What follows belongs to an exercise in optimizing a design on an open flow for a short achievable clock period and few clock cycles; a production flow would make more cautious choices.
Only simulation tests tie the RTL to the original design; equivalence was not proved.
Power is estimated from default activity; no workload was simulated.

### design/flow/design.v
module vm20_core (
    input  wire        clk,
    input  wire        rst,           
    input  wire [7:0]  exec_start,    
    output reg         mem_req,
    output reg         mem_we,
    output reg  [7:0]  mem_addr,
    output reg  [19:0] mem_wdata,
    input  wire        mem_ready,
    input  wire [19:0] mem_rdata,
    input  wire        in_valid,
    input  wire [7:0]  in_data,
    input  wire        in_eof,
    input  wire        in_err,
    output reg         in_take,
    output reg         out_valid,
    output reg         out_kind,      
    output reg  [19:0] out_data,
    input  wire        out_ready,
    input  wire        out_err,
    output wire [2:0]  status,
    output wire [7:0]  pc,
    output wire [19:0] r0,
    output wire [19:0] r1,
    output wire [19:0] r2,
    output wire [19:0] r3
);
    localparam [2:0] ST_RUNNING = 3'd0, ST_HALTED = 3'd1, ST_EOI = 3'd2,
                     ST_ILLIO   = 3'd3, ST_LIMIT  = 3'd4;
    localparam [3:0] OP_LD = 4'd0,  OP_LDI = 4'd1, OP_ST  = 4'd2,  OP_ADD = 4'd3,
                     OP_SUB = 4'd4, OP_MUL = 4'd5, OP_DIV = 4'd6,  OP_OR  = 4'd7,
                     OP_AND = 4'd8, OP_SHL = 4'd9, OP_SHR = 4'd10, OP_IO  = 4'd11,
                     OP_BR  = 4'd12, OP_BRZ = 4'd13, OP_BRN = 4'd14, OP_BRS = 4'd15;
    localparam [7:0] INSTR_LIMIT = 8'd200;
    localparam [3:0] E_EXEC = 4'd0,    
                     E_MW   = 4'd1,    
                     E_MUL  = 4'd2,    
                     E_DIVN = 4'd3,    
                     E_DIV  = 4'd4,    
                     E_DIVF = 4'd5,    
                     E_OUT  = 4'd6,    
                     E_IN   = 4'd7,    
                     E_INST = 4'd8,    
                     E_REL  = 4'd9,    
                     E_DONE = 4'd10;   
    reg [19:0] regs [0:3];
    reg [7:0]  pc_q;         
    reg [7:0]  count;
    reg [2:0]  status_q;
    reg [3:0]  est;
    reg [19:0] ir;
    reg        ir_v;
    reg [19:0] pb;
    reg        pb_v;
    reg        if_v;
    reg [7:0]  fa;           
    reg        c_v;
    reg [7:0]  c_tag;
    reg [19:0] c_val;
    reg [19:0] opnd;         
    reg [19:0] md_a;         
    reg [19:0] md_b;         
    reg [19:0] md_acc;       
    reg [19:0] md_rem;       
    reg [4:0]  md_cnt;
    reg        md_neg;
    reg        tok_started;
    reg        tok_neg;
    reg        tok_digit;
    reg        tok_bad;
    reg        tok_ovf;
    reg [19:0] tok_mag;
    assign status = status_q;
    assign pc     = pc_q;
    assign r0     = regs[0];
    assign r1     = regs[1];
    assign r2     = regs[2];
    assign r3     = regs[3];
    wire [3:0] op     = ir[19:16];
    wire [1:0] rf     = ir[15:14];
    wire [1:0] xf     = ir[13:12];
    wire [7:0] sf     = ir[7:0];
    wire       is_nop = (ir[11:8] != 4'd0);
    wire [19:0] rval = regs[rf];
    wire [19:0] xval = regs[xf];
    wire [19:0] xv   = (xf == 2'd0) ? 20'd0 : xval;
    wire [8:0]  sum8  = {1'b0, sf} + {1'b0, xv[7:0]};
    wire        c8    = sum8[8];
    wire [7:0]  sx8   = sum8[7:0];
    wire [11:0] sx_hi = xv[19:8] + {11'd0, c8};
    wire [19:0] sx    = {sx_hi, sx8};
    wire u18_z = (xv[18:8] == 11'd0);
    wire u18_o = (xv[18:8] == 11'h7FF);
    wire addr_ok = c8 ? (xv[19] & u18_o) : (~xv[19] & u18_z);
    wire jump_ok = c8 ? (xv[19] | u18_o) : (xv[19] | u18_z);
    wire shamt_ok = addr_ok && (sx8[7:5] == 3'd0) && (sx8[4:0] <= 5'd19);
    wire rzero = (rval == 20'd0);
    wire is_memrd = !is_nop && ((op == OP_LD) || (op == OP_ADD) || (op == OP_SUB) ||
                                (op == OP_MUL) || (op == OP_DIV) || (op == OP_OR) ||
                                (op == OP_AND) || (op == OP_IO && rf == 2'd2));
    wire is_st    = !is_nop && (op == OP_ST);
    wire c_hit    = c_v && (c_tag == sx8);
    wire [7:0] pc1 = pc_q + 8'd1;
    wire [8:0]  rsum8  = {1'b0, pc1} + {1'b0, opnd[7:0]};
    wire        rc8    = rsum8[8];
    wire        rel_ok = rc8 ? (opnd[19] | (opnd[18:8] == 11'h7FF))
                             : (opnd[19] | (opnd[18:8] == 11'd0));
    wire [19:0] shl_res = rval << sx8[4:0];
    wire [19:0] shr_res = $signed(rval) >>> sx8[4:0];
    wire        from_mem = (est == E_MW);
    wire [19:0] mopnd    = from_mem ? mem_rdata : c_val;
    reg  [19:0] alu_res;
    always @(*) begin
        case (op)
            OP_ADD:  alu_res = rval + mopnd;
            OP_SUB:  alu_res = rval - mopnd;
            OP_OR:   alu_res = rval | mopnd;
            OP_AND:  alu_res = rval & mopnd;
            default: alu_res = mopnd;
        endcase
    end
    wire [19:0] mul_pp  = (md_b[0] ? md_a         : 20'd0) +
                          (md_b[1] ? {md_a[18:0], 1'b0} : 20'd0) +
                          (md_b[2] ? {md_a[17:0], 2'b0} : 20'd0) +
                          (md_b[3] ? {md_a[16:0], 3'b0} : 20'd0);
    wire [19:0] mul_acc = md_acc + mul_pp;
    wire        mul_last = (md_b[19:4] == 16'd0);
    function [4:0] bitlen;
        input [19:0] v;
        integer k;
        begin
            bitlen = 5'd0;
            for (k = 0; k < 20; k = k + 1)
                if (v[k]) bitlen = k[4:0] + 5'd1;
        end
    endfunction
    wire [4:0]  div_la   = bitlen(md_a);
    wire [4:0]  div_lb   = bitlen(md_b);
    wire        div_triv = (div_la < div_lb);
    wire [4:0]  div_n    = div_la - div_lb + 5'd1;
    wire [19:0] div_rem0 = md_a >> div_n;
    wire [19:0] div_a0   = md_a << (5'd20 - div_n);
    wire [19:0] div_sh   = {md_rem[18:0], md_a[19]};
    wire [20:0] div_diff = {1'b0, div_sh} - {1'b0, md_b};
    wire        div_take = !div_diff[20];
    wire [19:0] div_q    = {md_acc[18:0], div_take};
    wire [19:0] rmag = rval[19] ? (20'd0 - rval) : rval;
    wire [19:0] mmag = mopnd[19] ? (20'd0 - mopnd) : mopnd;
    wire        in_sep   = (in_data <= 8'd32) || (in_data >= 8'd127 && in_data <= 8'd160);
    wire        in_digit = (in_data >= 8'h30) && (in_data <= 8'h39);
    wire [23:0] tok_next = {4'd0, tok_mag} * 24'd10 + {20'd0, in_data[3:0]};
    wire        tok_ok   = !tok_bad && tok_digit && !tok_ovf &&
                           (tok_neg ? (tok_mag <= 20'd524288) : (tok_mag <= 20'd524287));
    wire [19:0] tok_val  = tok_neg ? (20'd0 - tok_mag) : tok_mag;
    reg        e_done;       
    reg        e_port;       
    reg        e_we;
    reg [19:0] e_wdata;
    reg        redirect;     
    reg [7:0]  target;
    always @(*) begin
        e_done   = 1'b0;
        e_port   = 1'b0;
        e_we     = 1'b0;
        e_wdata  = rval;
        redirect = 1'b0;
        target   = sx8;
        case (est)
            E_EXEC: if (ir_v) begin
                if (is_nop) e_done = 1'b1;
                else case (op)
                    OP_LD, OP_ADD, OP_SUB, OP_OR, OP_AND:
                        if (!addr_ok || c_hit) e_done = 1'b1;
                        else e_port = 1'b1;
                    OP_MUL, OP_DIV:
                        if (!addr_ok) e_done = 1'b1;
                        else if (!c_hit) e_port = 1'b1;
                    OP_ST:
                        if (!addr_ok) e_done = 1'b1;
                        else begin
                            e_port = 1'b1;
                            e_we   = 1'b1;
                            e_done = mem_ready;
                        end
                    OP_IO:
                        case (rf)
                            2'd0: ;
                            2'd1: e_done = in_valid || in_eof || in_err;
                            2'd2: if (!addr_ok) e_done = 1'b1;
                                  else if (!c_hit) e_port = 1'b1;
                            2'd3: e_done = out_ready;
                        endcase
                    OP_BR:
                        case (rf)
                            2'd0: e_done = 1'b1;
                            2'd2: ;
                            default: begin
                                e_done   = 1'b1;
                                redirect = jump_ok;
                            end
                        endcase
                    OP_BRZ: begin
                        e_done   = 1'b1;
                        redirect = rzero && jump_ok;
                    end
                    OP_BRN: begin
                        e_done   = 1'b1;
                        redirect = rval[19] && jump_ok;
                    end
                    OP_BRS: begin
                        e_done   = 1'b1;
                        redirect = jump_ok;
                    end
                    default: e_done = 1'b1;    
                endcase
            end
            E_MW:
                e_done = (op != OP_MUL) && (op != OP_DIV) && (op != OP_IO);
            E_MUL:
                e_done = mul_last;
            E_DIVN:
                e_done = (md_b == 20'd0) || div_triv;
            E_DIV:
                e_done = (md_cnt == 5'd1) && !md_neg;
            E_DIVF:
                e_done = 1'b1;
            E_OUT:
                e_done = out_ready;
            E_IN:
                e_done = in_err || (in_eof && !tok_started);
            E_INST: begin
                if (tok_ok && addr_ok) begin
                    e_port  = 1'b1;
                    e_we    = 1'b1;
                    e_wdata = tok_val;
                    e_done  = mem_ready;
                end else
                    e_done = 1'b1;
            end
            E_REL: begin
                e_done   = 1'b1;
                redirect = rel_ok;
                target   = rsum8[7:0];
            end
            default: ;
        endcase
    end
    wire st_hazard = e_we && mem_ready && (sx8 == pc1);
    wire flush     = redirect || st_hazard;
    wire [1:0] q_tot    = {1'b0, ir_v} + {1'b0, pb_v} + {1'b0, if_v};
    wire       q_room   = flush || (q_tot <= 2'd1) || (q_tot == 2'd2 && e_done);
    wire       running  = (status_q == ST_RUNNING) && (est != E_DONE);
    wire       f_req    = running && !e_port && q_room;
    wire [7:0] f_addr   = redirect ? target : fa;
    always @(*) begin
        mem_req   = e_port || f_req;
        mem_we    = e_we;
        mem_addr  = e_port ? sx8 : f_addr;
        mem_wdata = e_wdata;
    end
    wire ex_io  = (est == E_EXEC) && ir_v && !is_nop && (op == OP_IO);
    always @(*) begin
        in_take   = 1'b0;
        out_valid = 1'b0;
        out_kind  = 1'b0;
        out_data  = opnd;
        if (ex_io && rf == 2'd1)
            in_take = in_valid;
        if (est == E_IN)
            in_take = in_valid && (!in_sep || !tok_started);
        if (ex_io && rf == 2'd3) begin
            out_valid = 1'b1;
            out_kind  = 1'b1;
            out_data  = {12'd0, xval[19:12]};
        end
        if (est == E_OUT)
            out_valid = 1'b1;
    end
    always @(posedge clk) begin
        if (rst) begin
            regs[0]  <= 20'd0;
            regs[1]  <= 20'd0;
            regs[2]  <= 20'd0;
            regs[3]  <= 20'd0;
            pc_q     <= exec_start;
            fa       <= exec_start;
            count    <= 8'd0;
            status_q <= ST_RUNNING;
            est      <= E_EXEC;
            ir_v     <= 1'b0;
            pb_v     <= 1'b0;
            if_v     <= 1'b0;
            c_v      <= 1'b0;
        end else begin
            if_v <= f_req && mem_ready;
            if (f_req && mem_ready)
                fa <= f_addr + 8'd1;
            else if (redirect)
                fa <= target;
            else if (st_hazard)
                fa <= pc1;
            if (flush) begin
                ir_v <= 1'b0;
                pb_v <= 1'b0;
            end else if (e_done || !ir_v) begin
                if (pb_v) begin
                    ir   <= pb;
                    ir_v <= 1'b1;
                    pb   <= mem_rdata;
                    pb_v <= if_v;
                end else begin
                    ir   <= mem_rdata;
                    ir_v <= if_v;
                end
            end else if (if_v) begin
                pb   <= mem_rdata;
                pb_v <= 1'b1;
            end
            if (e_done) begin
                pc_q  <= redirect ? target : pc1;
                count <= count + 8'd1;
                est   <= E_EXEC;
                if (count == INSTR_LIMIT - 8'd1) begin
                    status_q <= ST_LIMIT;
                    est      <= E_DONE;
                end
            end
            case (est)
                E_EXEC: if (ir_v && !is_nop) begin
                    case (op)
                        OP_LD, OP_ADD, OP_SUB, OP_OR, OP_AND:
                            if (addr_ok) begin
                                if (c_hit) regs[rf] <= alu_res;
                                else if (mem_ready) est <= E_MW;
                            end
                        OP_MUL, OP_DIV:
                            if (addr_ok) begin
                                if (c_hit) begin
                                    md_a   <= (op == OP_MUL) ? rval : rmag;
                                    md_b   <= (op == OP_MUL) ? ((rval == 20'd0) ? 20'd0 : c_val) : mmag;
                                    md_acc <= 20'd0;
                                    md_neg <= rval[19] ^ c_val[19];
                                    est    <= (op == OP_MUL) ? E_MUL : E_DIVN;
                                end else if (mem_ready) est <= E_MW;
                            end
                        OP_LDI:
                            regs[rf] <= sx;
                        OP_ST:
                            if (addr_ok && mem_ready) begin
                                c_v   <= 1'b1;
                                c_tag <= sx8;
                                c_val <= rval;
                            end
                        OP_SHL:
                            if (shamt_ok) regs[rf] <= shl_res;
                        OP_SHR:
                            if (shamt_ok) regs[rf] <= shr_res;
                        OP_IO:
                            case (rf)
                                2'd0: begin
                                    tok_started <= 1'b0;
                                    tok_neg     <= 1'b0;
                                    tok_digit   <= 1'b0;
                                    tok_bad     <= 1'b0;
                                    tok_ovf     <= 1'b0;
                                    tok_mag     <= 20'd0;
                                    est         <= E_IN;
                                end
                                2'd1:
                                    if (in_err) begin
                                        status_q <= ST_ILLIO;
                                        est      <= E_DONE;
                                    end else if (in_eof) begin
                                        status_q <= ST_EOI;
                                        est      <= E_DONE;
                                    end else if (in_valid)
                                        regs[xf] <= {xval[19:8], in_data};
                                2'd2:
                                    if (addr_ok) begin
                                        if (c_hit) begin
                                            opnd <= c_val;
                                            est  <= E_OUT;
                                        end else if (mem_ready) est <= E_MW;
                                    end
                                2'd3:
                                    if (out_ready && out_err) begin
                                        status_q <= ST_ILLIO;
                                        est      <= E_DONE;
                                    end
                            endcase
                        OP_BR:
                            case (rf)
                                2'd0: begin
                                    status_q <= ST_HALTED;
                                    est      <= E_DONE;
                                end
                                2'd2: begin
                                    opnd <= sx;
                                    est  <= E_REL;
                                end
                                default: ;
                            endcase
                        OP_BRS:
                            regs[rf] <= {12'd0, pc1};
                        default: ;
                    endcase
                end
                E_MW: begin
                    c_v   <= 1'b1;
                    c_tag <= sx8;
                    c_val <= mem_rdata;
                    case (op)
                        OP_MUL: begin
                            md_a   <= rval;
                            md_b   <= (rval == 20'd0) ? 20'd0 : mem_rdata;
                            md_acc <= 20'd0;
                            est    <= E_MUL;
                        end
                        OP_DIV: begin
                            md_a   <= rmag;
                            md_b   <= mmag;
                            md_acc <= 20'd0;
                            md_neg <= rval[19] ^ mem_rdata[19];
                            est    <= E_DIVN;
                        end
                        OP_IO: begin
                            opnd <= mem_rdata;
                            est  <= E_OUT;
                        end
                        default:
                            regs[rf] <= alu_res;
                    endcase
                end
                E_MUL: begin
                    md_acc <= mul_acc;
                    md_a   <= {md_a[15:0], 4'd0};
                    md_b   <= {4'd0, md_b[19:4]};
                    if (mul_last) regs[rf] <= mul_acc;
                end
                E_DIVN: begin
                    if (md_b == 20'd0) begin
                    end else if (div_triv) begin
                        regs[rf] <= 20'd0;
                    end else begin
                        md_rem <= div_rem0;
                        md_a   <= div_a0;
                        md_cnt <= div_n;
                        est    <= E_DIV;
                    end
                end
                E_DIV: begin
                    md_rem <= div_take ? div_diff[19:0] : div_sh;
                    md_acc <= div_q;
                    md_a   <= {md_a[18:0], 1'b0};
                    md_cnt <= md_cnt - 5'd1;
                    if (md_cnt == 5'd1) begin
                        if (md_neg) est <= E_DIVF;
                        else        regs[rf] <= div_q;
                    end
                end
                E_DIVF:
                    regs[rf] <= 20'd0 - md_acc;
                E_OUT:
                    if (out_ready && out_err) begin
                        status_q <= ST_ILLIO;
                        est      <= E_DONE;
                    end
                E_IN: begin
                    if (in_err) begin
                        status_q <= ST_ILLIO;
                        est      <= E_DONE;
                    end else if (in_eof) begin
                        if (!tok_started) begin
                            status_q <= ST_EOI;
                            est      <= E_DONE;
                        end else
                            est <= E_INST;
                    end else if (in_valid) begin
                        if (in_sep) begin
                            if (tok_started) est <= E_INST;
                        end else begin
                            tok_started <= 1'b1;
                            if (!tok_started && (in_data == 8'h2B || in_data == 8'h2D)) begin
                                tok_neg <= (in_data == 8'h2D);
                            end else if (in_digit) begin
                                tok_digit <= 1'b1;
                                if (!tok_ovf) begin
                                    if (tok_next > 24'd524288) tok_ovf <= 1'b1;
                                    else                       tok_mag <= tok_next[19:0];
                                end
                            end else begin
                                tok_bad <= 1'b1;
                            end
                        end
                    end
                end
                E_INST:
                    if (tok_ok && addr_ok && mem_ready) begin
                        c_v   <= 1'b1;
                        c_tag <= sx8;
                        c_val <= tok_val;
                    end
                default: ;
            endcase
        end
    end
endmodule
### design/flow/run.sh
#!/bin/bash
# synth_recipe.tcl (not shown) runs the flow's synth.tcl, then flattens the netlist and writes it again
# the make line also repeats each setting of config.mk as NAME=value (left out here)
make -C /OpenROAD-flow-scripts/flow DESIGN_CONFIG=/design/flow/config.mk WORK_HOME=/design/flow/orfs CLKGATE_MAP_FILE= SYNTH_SCRIPT=/design/flow/synth_recipe.tcl finish
### design/flow/config.mk
export PLATFORM = sky130hd
export DESIGN_NAME = vm20_core
export DESIGN_NICKNAME = vm20_core
export VERILOG_FILES = /design/flow/design.v
export SDC_FILE = /design/flow/constraint.sdc
export NUM_CORES = 4
export LEC_CHECK = 0
export CAP_MARGIN = 20
export CORE_MARGIN = 2
export CORE_UTILIZATION = 40
export SLEW_MARGIN = 20
### design/flow/constraint.sdc
create_clock -name core_clock -period 8.0 [get_ports {clk}]
set_input_delay 1.6000 -clock core_clock [delete_from_list [all_inputs] [get_ports {clk}]]
set_output_delay 1.6000 -clock core_clock [all_outputs]
set_load 0.01 [all_outputs]
==> flow_summary.toml <==
[status]
outcome = "finished clean"

[routing]
finalWirelength_um = 151000
ant_nets = 0
routedWlPerCell_um = 29.9
num_vias = 33102
vias_per_cell = 6.58
drt_first_pass_iters = 11
drt_iter0_drc = 4489
drc = 0

[worst_hold_path]
hp-class = "reg2reg"
min_path_cells = 1
min_from = "c_v$_SDFFE_PP0P_"
min_to = "c_v$_SDFFE_PP0P_"

[cells_and_area]
nNetsFinal = 4178
drive_gt1_frac = 0.107
area_growth_pct = 14.2
fillCellCount = 8076

[pwr]
clockPowerShare = 0.334
p_leak_nw = 14.1
fin_total_pwr_mw = 5.81
pwr-share-comb = 0.336
switchingPower_mw = 2.10
vdd_drop_max_mv = 0.163
p_per_area_nw_per_um2 = 154
swShare = 0.360
seqPwrFrac = 0.330
p_int_mw = 3.72

[grt]
antenna_found_initial = 12
grt_pass1_vias = 30796
grt_usage = 0.344
grt-ovfl-total = 0
grt_pass1_wl_um = 217000
grt_max_degree = 52

[floorplanning]
fp.dieH_um = 292
dieArea_um2 = 85100
ioPinCount = 188
initial_core_util = 0.404
die_w_um = 292
num_rows = 105
core_area_um2 = 82000

[logic_synthesis]
synth_top_area_frac = 0.267
synth.most_common_cell = "nand2_1"
yosysWarnings = 1
syn_area_um2 = 33100
avgSynthCellArea_um2 = 8.67
ys_seq_area_frac = 0.281
synth_top_cell_by_area = "edfxtp_1"
synth_ff_type = "edfxtp_1"
synthCells = 3819
synth_edf_count = 294
synthTopCellsByCount = "401 x nand2_1, 398 x nor2_1, 294 x edfxtp_1, 253 x o21ai_0, 201 x a21oi_1"
synth_nets = 4065
yosys.cell_types.count = 110
ys_ff_latch = 317
synth-async-reset-ratio = 0
synth.area.top_cells = "edfxtp_1 27%, mux4_2 5.4%, ha_1 5.3%, nand2_1 4.5%, nor2_1 4.5%"

[setup_path]
required_ps = 6400
r2r_cells = 21
critPathLaunchType = "register"
crit_path_max_fanout = 9
crit_arrival_ps = 6020
regToRegSetupSlack_ps = 1060
rr_startpoint = "est[2]$_SDFF_PP0_"
reg2reg_to = "regs[2][18]$_SDFFCE_PN0P_"
path_class = "reg2out"
worstSetupEndpointType = "output pin"

[sta]
worst_slew_margin_rel = 0.145
worst_pin_slew_ps = 1270
period_share = 0.953
hold_violations = 0
setup_tns_ps = 0
setup_viol = 0
period_needed_ps = 7620
final_max_slew_viol_count = 0
fin_hold_ws_ps = 450
rsz0062_at_grt = "false"
clock.fmax_mhz = 131
clock_skew_ps = 24.7

[clock_network]
cts_setup_buffers = 0
root_buffer = "clkbuf_16"
clock_latency_ps = 600
cts-resized-gates = 0
htreeDepth = 2
ctsHoldBuffers = 0
cts_buffer_depth = 3
cts_tree = "built"
clk_pin_slew_ps = 60
cts_made_buffers = 40
cts_sinks = 317

[placement]
hpwl_um = 116000
routabilityCongestion = 1.05
io_buffer_count = 187

[flow_run]
max-cap-violations = 0
placed cells by master, fill, tap and decap left out, types with 83 or more instances in the layout:
cell	count
buf_4	141
a21oi_1	199
nor2_1	397
nand2_1	401
clkdlybuf4s50_1	186
and2_1	100
edfxtp_1	294
ha_1	139
xnor2_1	106
inv_1	121
xor2_1	83
nor3_1	113
nand3_1	87
o21ai_0	251
mux2i_1	115
per-stage QoR:
| stage | instances | instance area (µm²) | util | worst slack [ps] |
|---|---|---|---|---|
| after floorplan | 3819 | 33100 | - | 2040 |
| after global placement | 4959 | 36500 | 0.445 | 809 |
| after detailed placement | 4959 | 36500 | 0.445 | 703 |
| after CTS | 5031 | 37800 | 0.461 | 408 |
| after global routing | 5032 | 37800 | 0.461 | 165 |
| final | 5033 | 37800 | 0.461 | 375 |
kinds of logic after synthesis:
| family | Yosys count | share of synthesized area |
|---|---|---|
| DFF | 317 | 0.281 |
| adders and majority gates | 202 | 0.0902 |
| AOI/OAI and AO/OA | 1064 | 0.217 |
| and+or+nand+nor | 1399 | 0.202 |
| buffers and inverters | 385 | 0.0464 |
| muxes | 258 | 0.112 |
| xor gates and xnor gates | 194 | 0.0524 |
power groups by stage:
stage	Combinational [mW]	Sequential, mW	Clock, mW
final	1.95	1.92	1.94
after global routing	2.02	1.92	2.02
after CTS	1.88	1.92	1.96
after detailed placement	1.87	1.95	0
after global placement	1.88	1.95	0
after floorplan	1.13	1.93	0
worst max-delay path, stage by stage, from the launching register on:
cell	delay (ps)
dfxtp_1	690
mux4_2	580
and2_1	180
ha_2	190
fa_2	400
a21o_1	220
a221oi_1	650
nor2_1	220
o31ai_2	230
and2_1	230
buf_4	190
o311ai_4	150
o31ai_1	680
nand3_1	140
nand2_1	110
nand2_1	70
clkdlybuf4s50_1	490
final cells by class:
type | instances | area, µm² | share of cell area
Sequential cell | 317 | 9290 | 0.246
Clock inverter | 21 | 279 | 0.00738
Inverter | 127 | 477 | 0.0126
Antenna cell | 1 | 2.50 | 0.0000662
Multi-Input combinational cell | 3117 | 22400 | 0.593
Tap cell | 1070 | 1340 | 0.0354
Clock buffer | 51 | 1080 | 0.0286
Timing Repair Buffer | 329 | 2930 | 0.0775
state kept, by name, indices dropped and copies added, names as in the netlist, 5 cells and up, named ones only:
| signal | count |
|---|---|
| regs | 80 |
| c_val | 20 |
| ir | 20 |
| md_a | 20 |
| md_acc | 20 |
| md_b | 20 |
| opnd | 20 |
| pb | 20 |
| tok_mag | 20 |
| md_rem | 19 |
| c_tag | 8 |
| count | 8 |
| fa | 8 |
| pc_q | 8 |
| md_cnt | 5 |
layer usage:
metal  vias up  wire, µm  GRT usage
li1      14585         -          -
met1     16078     60800      0.466
met2      1994     63700      0.514
met3       435     15500     0.0648
met4        10     10500      0.196
met5         -        58          0
worst max path at each step:
stage                                     end  cells past startpoint  slack [ps]              from
finish                                mem_req                     16         380          register
CTS                                   mem_req                     16         410          register
detailed placement  regs[2][18]$_SDFFCE_PN0P_                     19         700      mem_rdata[1]
global placement    regs[2][18]$_SDFFCE_PN0P_                     19         810      mem_rdata[1]
floorplan                regs[3][0]$_DFFE_PP_                     19        2040  ir[13]$_DFFE_PP_
global route                          mem_req                     16         170          register
Testbench counts, summed over its fixed seeds: cycles 79,263.

## static timing again, ports no longer ideal
The results above use ideal ports. As a check the final layout listed here was re-extracted and re-timed, cells and wires unchanged. Step 1 (the two cells are an assumption about what drives the block):
set clk [get_ports {clk}]
set_driving_cell -lib_cell sky130_fd_sc_hd__clkbuf_16 $clk
set_driving_cell -lib_cell sky130_fd_sc_hd__buf_2 [delete_from_list [all_inputs] $clk]
Step 2 times the ports against the registers' clock, not the clock port: input delays grow and output delays shrink by t, the midpoint of the rising clock arrivals with the driver on. a / b / c = ideal ports / drivers / drivers and shift; a / b = the first two.
shift t [ns]: 0.657
setup WS [ns]: 0.375 / 0.302 / 0.442
worst hold slack (ns): 0.450 / 0.450 / 0.450
worst setup path after step 2: input to register
pins driven straight from the clock port: 1
After both steps this run still meets setup and hold. For this run, drivers alone change the setup slack by -0.073 ns; drivers and shift together by +0.067 ns.
